This design comes from an exercise in tuning for small area, a short achievable clock period and few clock cycles on the open sky130 flow, not from production work.
The RTL was checked by simulation tests, not by an equivalence proof against the original design.

// yuv_encoder
module yuv_encoder (
    input  wire        clk,
    input  wire        rst,
    input  wire        reg_we,
    input  wire [3:0]  reg_addr,
    input  wire [31:0] reg_wdata,
    output reg  [31:0] reg_rdata,
    output reg         mem_req,
    output reg         mem_we,
    output wire [31:0] mem_addr,
    output reg  [7:0]  mem_wdata,
    input  wire [7:0]  mem_rdata,
    input  wire        mem_ready
);
==> flow/config.mk <==
export PLATFORM = sky130hd
export DESIGN_NAME = yuv_encoder
export DESIGN_NICKNAME = yuv_encoder
export VERILOG_FILES = /design/flow/design.v
export SDC_FILE = /design/flow/constraint.sdc
export NUM_CORES = 4
export LEC_CHECK = 0
export ABC_AREA = 1
export CAP_MARGIN = 20
export CORE_MARGIN = 2
export CORE_UTILIZATION = 50
export SLEW_MARGIN = 20
==> flow/constraint.sdc <==
create_clock -name core_clock -period 25.0 [get_ports {clk}]
set_input_delay 5.0000 -clock core_clock [delete_from_list [all_inputs] [get_ports {clk}]]
set_output_delay 5.0000 -clock core_clock [all_outputs]
set_load 0.01 [all_outputs]
standard.sh (not shown) runs the stock make flow with config.mk's settings and CLKGATE_MAP_FILE= SYNTH_SCRIPT=/design/flow/synth_recipe.tcl, a recipe that flattens the netlist after the stock synthesis.
==> flow/flow/run.sh <==
#!/bin/bash
# Layout: the standard flow (standard.sh, all steps unchanged), except that
# the buffers that placement puts on every input and output port are
# sky130_fd_sc_hd__buf_4 instead of the resizer's default choice.
# The whole output of the standard flow goes to standard.log in this folder.
set -o pipefail
export BUFFER_PORTS_ARGS="-buffer_cell sky130_fd_sc_hd__buf_4"
bash standard.sh > standard.log 2>&1
The first run went through all stages and came out clean.
Testbench counts at the start, summed over its fixed seeds: cycles 151,768.
Next try:
--- a/flow/design.v
+++ b/flow/design.v
@@ -189,23 +189,29 @@
     integer   hi;
     always @(*) begin
         hmsb = 5'd0;
         for (hi = 0; hi < 31; hi = hi + 1)
             if (height_r[hi]) hmsb = hi[4:0];
     end
-    wire hasc1   = |xc[30:1];                   
-    wire lastblk = !(|xc[30:2] || (xc[1] && xc[0]));    
-    wire hasbot  = |yc[30:1];                   
+    wire hasc1_c   = |xc[30:1];                         
+    wire lastblk_c = !(|xc[30:2] || (xc[1] && xc[0]));  
+    wire hasbot_c  = |yc[30:1];                         
+    reg  hasc1, lastblk, hasbot;
+    always @(posedge clk) begin
+        hasc1   <= hasc1_c;
+        lastblk <= lastblk_c;
+        hasbot  <= hasbot_c;
+    end
     wire ordt    = hasbot && lastblk;           
-    wire [30:0] xc_dec = hasc1 ? {xc[30:1] - 30'd1, xc[0]} : 31'd0;
+    wire [30:0] xc_dec = hasc1_c ? {xc[30:1] - 30'd1, xc[0]} : 31'd0;
     wire [30:0] yc_d   = yc - {29'd0, planar, !planar};
-    wire [30:0] yc_p   = hasbot ? yc_d : 31'd0;
+    wire [30:0] yc_p   = hasbot_c ? yc_d : 31'd0;
     wire        w_le2  = !(|jw[30:2] || (jw[1] && jw[0]));
-    wire [30:0] yc_nb  = lastblk ? yc_p : yc;
+    wire [30:0] yc_nb  = lastblk_c ? yc_p : yc;
     wire        nb_bot = |yc_nb[30:1];
-    wire        nb_lst = lastblk ? w_le2 : !(|xc_dec[30:2] || (xc_dec[1] && xc_dec[0]));
+    wire        nb_lst = lastblk_c ? w_le2 : !(|xc_dec[30:2] || (xc_dec[1] && xc_dec[0]));
     wire [4:0]  nb_seg = (nb_bot && !nb_lst) ? S_BR : S_TR;
     wire        j_bot  = |yc[30:1];
     wire [4:0]  j_seg  = !planar ? S_CRD : ((j_bot && !w_le2) ? S_BR : S_TR);
     wire [14:0] cny, cnu;
     wire [17:0] cnv;
     wire [7:0]  ty, tu, tv;
@@ -291,13 +297,13 @@
     reg       blk_end;
     always @(*) begin
         nseg = S_IDLE;
         blk_end = 1'b0;
         case (state)
             S_CRD: nseg = alpha ? S_CWR : S_CW0;
-            S_CW0: nseg = job_end ? S_CWR : S_CPR;
+            S_CW0: nseg = job_end_r ? S_CWR : S_CPR;
             S_CPR: nseg = S_CWR;
             S_CWR: blk_end = 1'b1;
             S_BR:  nseg = alpha ? S_BA : (ordt ? S_TY : S_TR);
             S_BA:  nseg = ordt ? S_TY : S_TR;
             S_TR:  nseg = alpha ? S_TA : (ordt ? S_BR : (hasbot ? S_BY : S_TY));
             S_TA:  nseg = ordt ? S_BR : (hasbot ? S_BY : S_TY);
@@ -308,14 +314,20 @@
             default: ;
         endcase
     end
     wire upd = ordt ? (state == S_BR || state == S_BY || state == S_BA || state == S_V)
                     : (state == S_TR || state == S_TY || state == S_TA || state == S_U);
     wire row_end  = lastblk;
-    wire job_end  = row_end && (planar ? !(|yc[30:2] || (yc[1] && yc[0])) : (yc == 31'd1));
-    wire [4:0] next_unit = planar ? nb_seg : S_CRD;
+    wire job_end  = lastblk_c && (planar ? !(|yc[30:2] || (yc[1] && yc[0])) : (yc == 31'd1));
+    reg        job_end_r;
+    reg  [4:0] nb_seg_r;
+    always @(posedge clk) begin
+        job_end_r <= job_end;
+        nb_seg_r  <= nb_seg;
+    end
+    wire [4:0] next_unit = planar ? nb_seg_r : S_CRD;
     wire [3:0] ck_n = (state == S_CMP) ? ck + 4'd1 : 4'd0;
     reg  [1:0] ci, cj;
     always @(*) begin
         case (ck_n)
             4'd0:  begin ci = 2'd0; cj = 2'd1; end
             4'd1:  begin ci = 2'd1; cj = 2'd0; end
@@ -580,13 +592,13 @@
                             clrv <= 1'b1;
                             pre <= 1'b0;
                             if (!planar && pre) bc <= 2'd1;
                             xc  <= row_end ? jw : xc_dec;
                             if (row_end)
                                 yc <= yc_p | (planar ? 31'd0 : yc_d);
-                            if (job_end) begin
+                            if (job_end_r) begin
                                 st_busy <= 1'b0;
                                 st_done <= 1'b1;
                                 state   <= S_IDLE;
                             end else
                                 state <= next_unit;
                         end else
The new run went through all stages and came out clean.
Non-clock buffer count came out higher by 1.
Utilization came out higher by 0.32 points.
Final cell count is about the same.
Design area came out higher slightly.
Critical path depth does not change.
Synthesized area is about the same.
Synthesized cell count hardly moves.
Routed wire length came out lower by a few percent.
Clock skew came out lower by 0.012 ns.
Setup slack got worse by 0.13 ns.
Testbench counts after the change, summed over its fixed seeds: cycles 151,768.

========
Another version of the RTL of yuv_encoder (not shown whole).
Size: ~670 flip-flops, about 120 I/O pins.
==> flow/config.mk <==
export PLATFORM = sky130hd
export DESIGN_NAME = yuv_encoder
export DESIGN_NICKNAME = yuv_encoder
export VERILOG_FILES = /design/flow/design.v
export SDC_FILE = /design/flow/constraint.sdc
export NUM_CORES = 4
export LEC_CHECK = 0
export ABC_AREA = 1
export CAP_MARGIN = 20
export CORE_MARGIN = 2
export CORE_UTILIZATION = 50
export SLEW_MARGIN = 60
==> flow/constraint.sdc <==
create_clock -name core_clock -period 25.0 [get_ports {clk}]
set_input_delay 5.0000 -clock core_clock [delete_from_list [all_inputs] [get_ports {clk}]]
set_output_delay 5.0000 -clock core_clock [all_outputs]
set_load 0.01 [all_outputs]
Scripts as last shown in full above: flow/flow/run.sh
Testbench counts at the start, summed over its fixed seeds: cycles 151,768.
Edit:
--- a/flow/design.v
+++ b/flow/design.v
@@ -185,31 +185,37 @@
     wire start_wr = reg_we && (reg_addr == 4'd1) && reg_wdata[0] && !st_busy;
     wire bad_dim  = width_r[31] || (width_r == 32'd0) || height_r[31] || (height_r == 32'd0);
     wire bad_var  = |variant_r[31:2];
     reg [4:0] hmsb;
     integer   hi;
     always @(*) begin
         hmsb = 5'd0;
         for (hi = 0; hi < 31; hi = hi + 1)
             if (height_r[hi]) hmsb = hi[4:0];
     end
-    wire hasc1   = |xc[30:1];                   
-    wire lastblk = !(|xc[30:2] || (xc[1] && xc[0]));    
-    wire hasbot  = |yc[30:1];                   
+    wire hasc1_c   = |xc[30:1];                         
+    wire lastblk_c = !(|xc[30:2] || (xc[1] && xc[0]));  
+    wire hasbot_c  = |yc[30:1];                         
+    reg  hasc1, lastblk, hasbot;
+    always @(posedge clk) begin
+        hasc1   <= hasc1_c;
+        lastblk <= lastblk_c;
+        hasbot  <= hasbot_c;
+    end
     wire ordt    = hasbot && lastblk;           
-    wire [30:0] xc_dec = hasc1 ? {xc[30:1] - 30'd1, xc[0]} : 31'd0;
+    wire [30:0] xc_dec = hasc1_c ? {xc[30:1] - 30'd1, xc[0]} : 31'd0;
     wire [30:0] yc_d   = yc - {29'd0, planar, !planar};
-    wire [30:0] yc_p   = hasbot ? yc_d : 31'd0;
+    wire [30:0] yc_p   = hasbot_c ? yc_d : 31'd0;
     wire        w_le2  = !(|jw[30:2] || (jw[1] && jw[0]));
-    wire [30:0] yc_nb  = lastblk ? yc_p : yc;
+    wire [30:0] yc_nb  = lastblk_c ? yc_p : yc;
     wire        nb_bot = |yc_nb[30:1];
-    wire        nb_lst = lastblk ? w_le2 : !(|xc_dec[30:2] || (xc_dec[1] && xc_dec[0]));
+    wire        nb_lst = lastblk_c ? w_le2 : !(|xc_dec[30:2] || (xc_dec[1] && xc_dec[0]));
     wire [4:0]  nb_seg = (nb_bot && !nb_lst) ? S_BR : S_TR;
     wire        j_bot  = |yc[30:1];
     wire [4:0]  j_seg  = !planar ? S_CRD : ((j_bot && !w_le2) ? S_BR : S_TR);
     wire [14:0] cny, cnu;
     wire [17:0] cnv;
     wire [7:0]  ty, tu, tv;
     wire [14:0] pny, pnu;
     wire [17:0] pnv;
     yuv_ct_num   ctn (.r(rr), .g(gr), .b(br), .ny(cny), .nu(cnu), .nv(cnv));
     yuv_ct_d125a cya (.n(cny), .p(pny));
@@ -304,21 +310,21 @@
             S_BY:  nseg = ordt ? S_U : S_TY;
             S_TY:  nseg = ordt ? S_BY : S_V;
             S_U:   if (ordt) nseg = S_V; else blk_end = 1'b1;
             S_V:   if (ordt) blk_end = 1'b1; else nseg = S_U;
             default: ;
         endcase
     end
     wire upd = ordt ? (state == S_BR || state == S_BY || state == S_BA || state == S_V)
                     : (state == S_TR || state == S_TY || state == S_TA || state == S_U);
     wire row_end  = lastblk;
-    wire job_end  = row_end && (planar ? !(|yc[30:2] || (yc[1] && yc[0])) : (yc == 31'd1));
+    wire job_end  = lastblk_c && (planar ? !(|yc[30:2] || (yc[1] && yc[0])) : (yc == 31'd1));
     reg        job_end_r;
     reg  [4:0] nb_seg_r;
     always @(posedge clk) begin
         job_end_r <= job_end;
         nb_seg_r  <= nb_seg;
     end
     wire [4:0] next_unit = planar ? nb_seg_r : S_CRD;
     wire [3:0] ck_n = (state == S_CMP) ? ck + 4'd1 : 4'd0;
     reg  [1:0] ci, cj;
     always @(*) begin
What happened: Setup slack loses 0.019 ns. First-iteration DRC count climbs by 4.3%. Register-to-register slack gains 1.2 ns. Die area drops by 0.58%. Critical path depth drops by 47. Design area drops by 0.36%. Cell count is about the same. Wire length drops by 7.0%. Area after synthesis drops by 0.58%. Hold slack loses 0.017 ns.
Testbench counts after the change, summed over its fixed seeds: cycles 151,768.

[afterwards: timing with drivers on the ports]
Ports are ideal in the flow. The routed layouts listed here were re-timed in OpenROAD.
Step 1: set_driving_cell puts a clkbuf_16 on clk and a buf_2 on each other input, an assumption about the parent block.
Step 2, shift: input delay + t, output delay - t, t = (earliest + latest rising clock arrival at the registers) / 2. This alone moves slack from input paths to output paths.
Slacks: ideal ports / drivers / drivers and shift; pairs: ideal ports / drivers.
| run | t, ns | setup WS [ns] | worst setup path after step 2 |
|---|---|---|---|
| the first run of note 1 | 0.746 | 12.083 / 12.059 / 12.059 | input to output |
| the second run of note 1 | 0.756 | 11.948 / 11.924 / 11.924 | input to output |
| the first run of note 2 | 0.736 | 12.722 / 12.722 / 12.722 | register to register |
| the second run of note 2 | 0.748 | 12.704 / 12.681 / 12.681 | input to output |
After both steps every run listed still meets setup and hold.
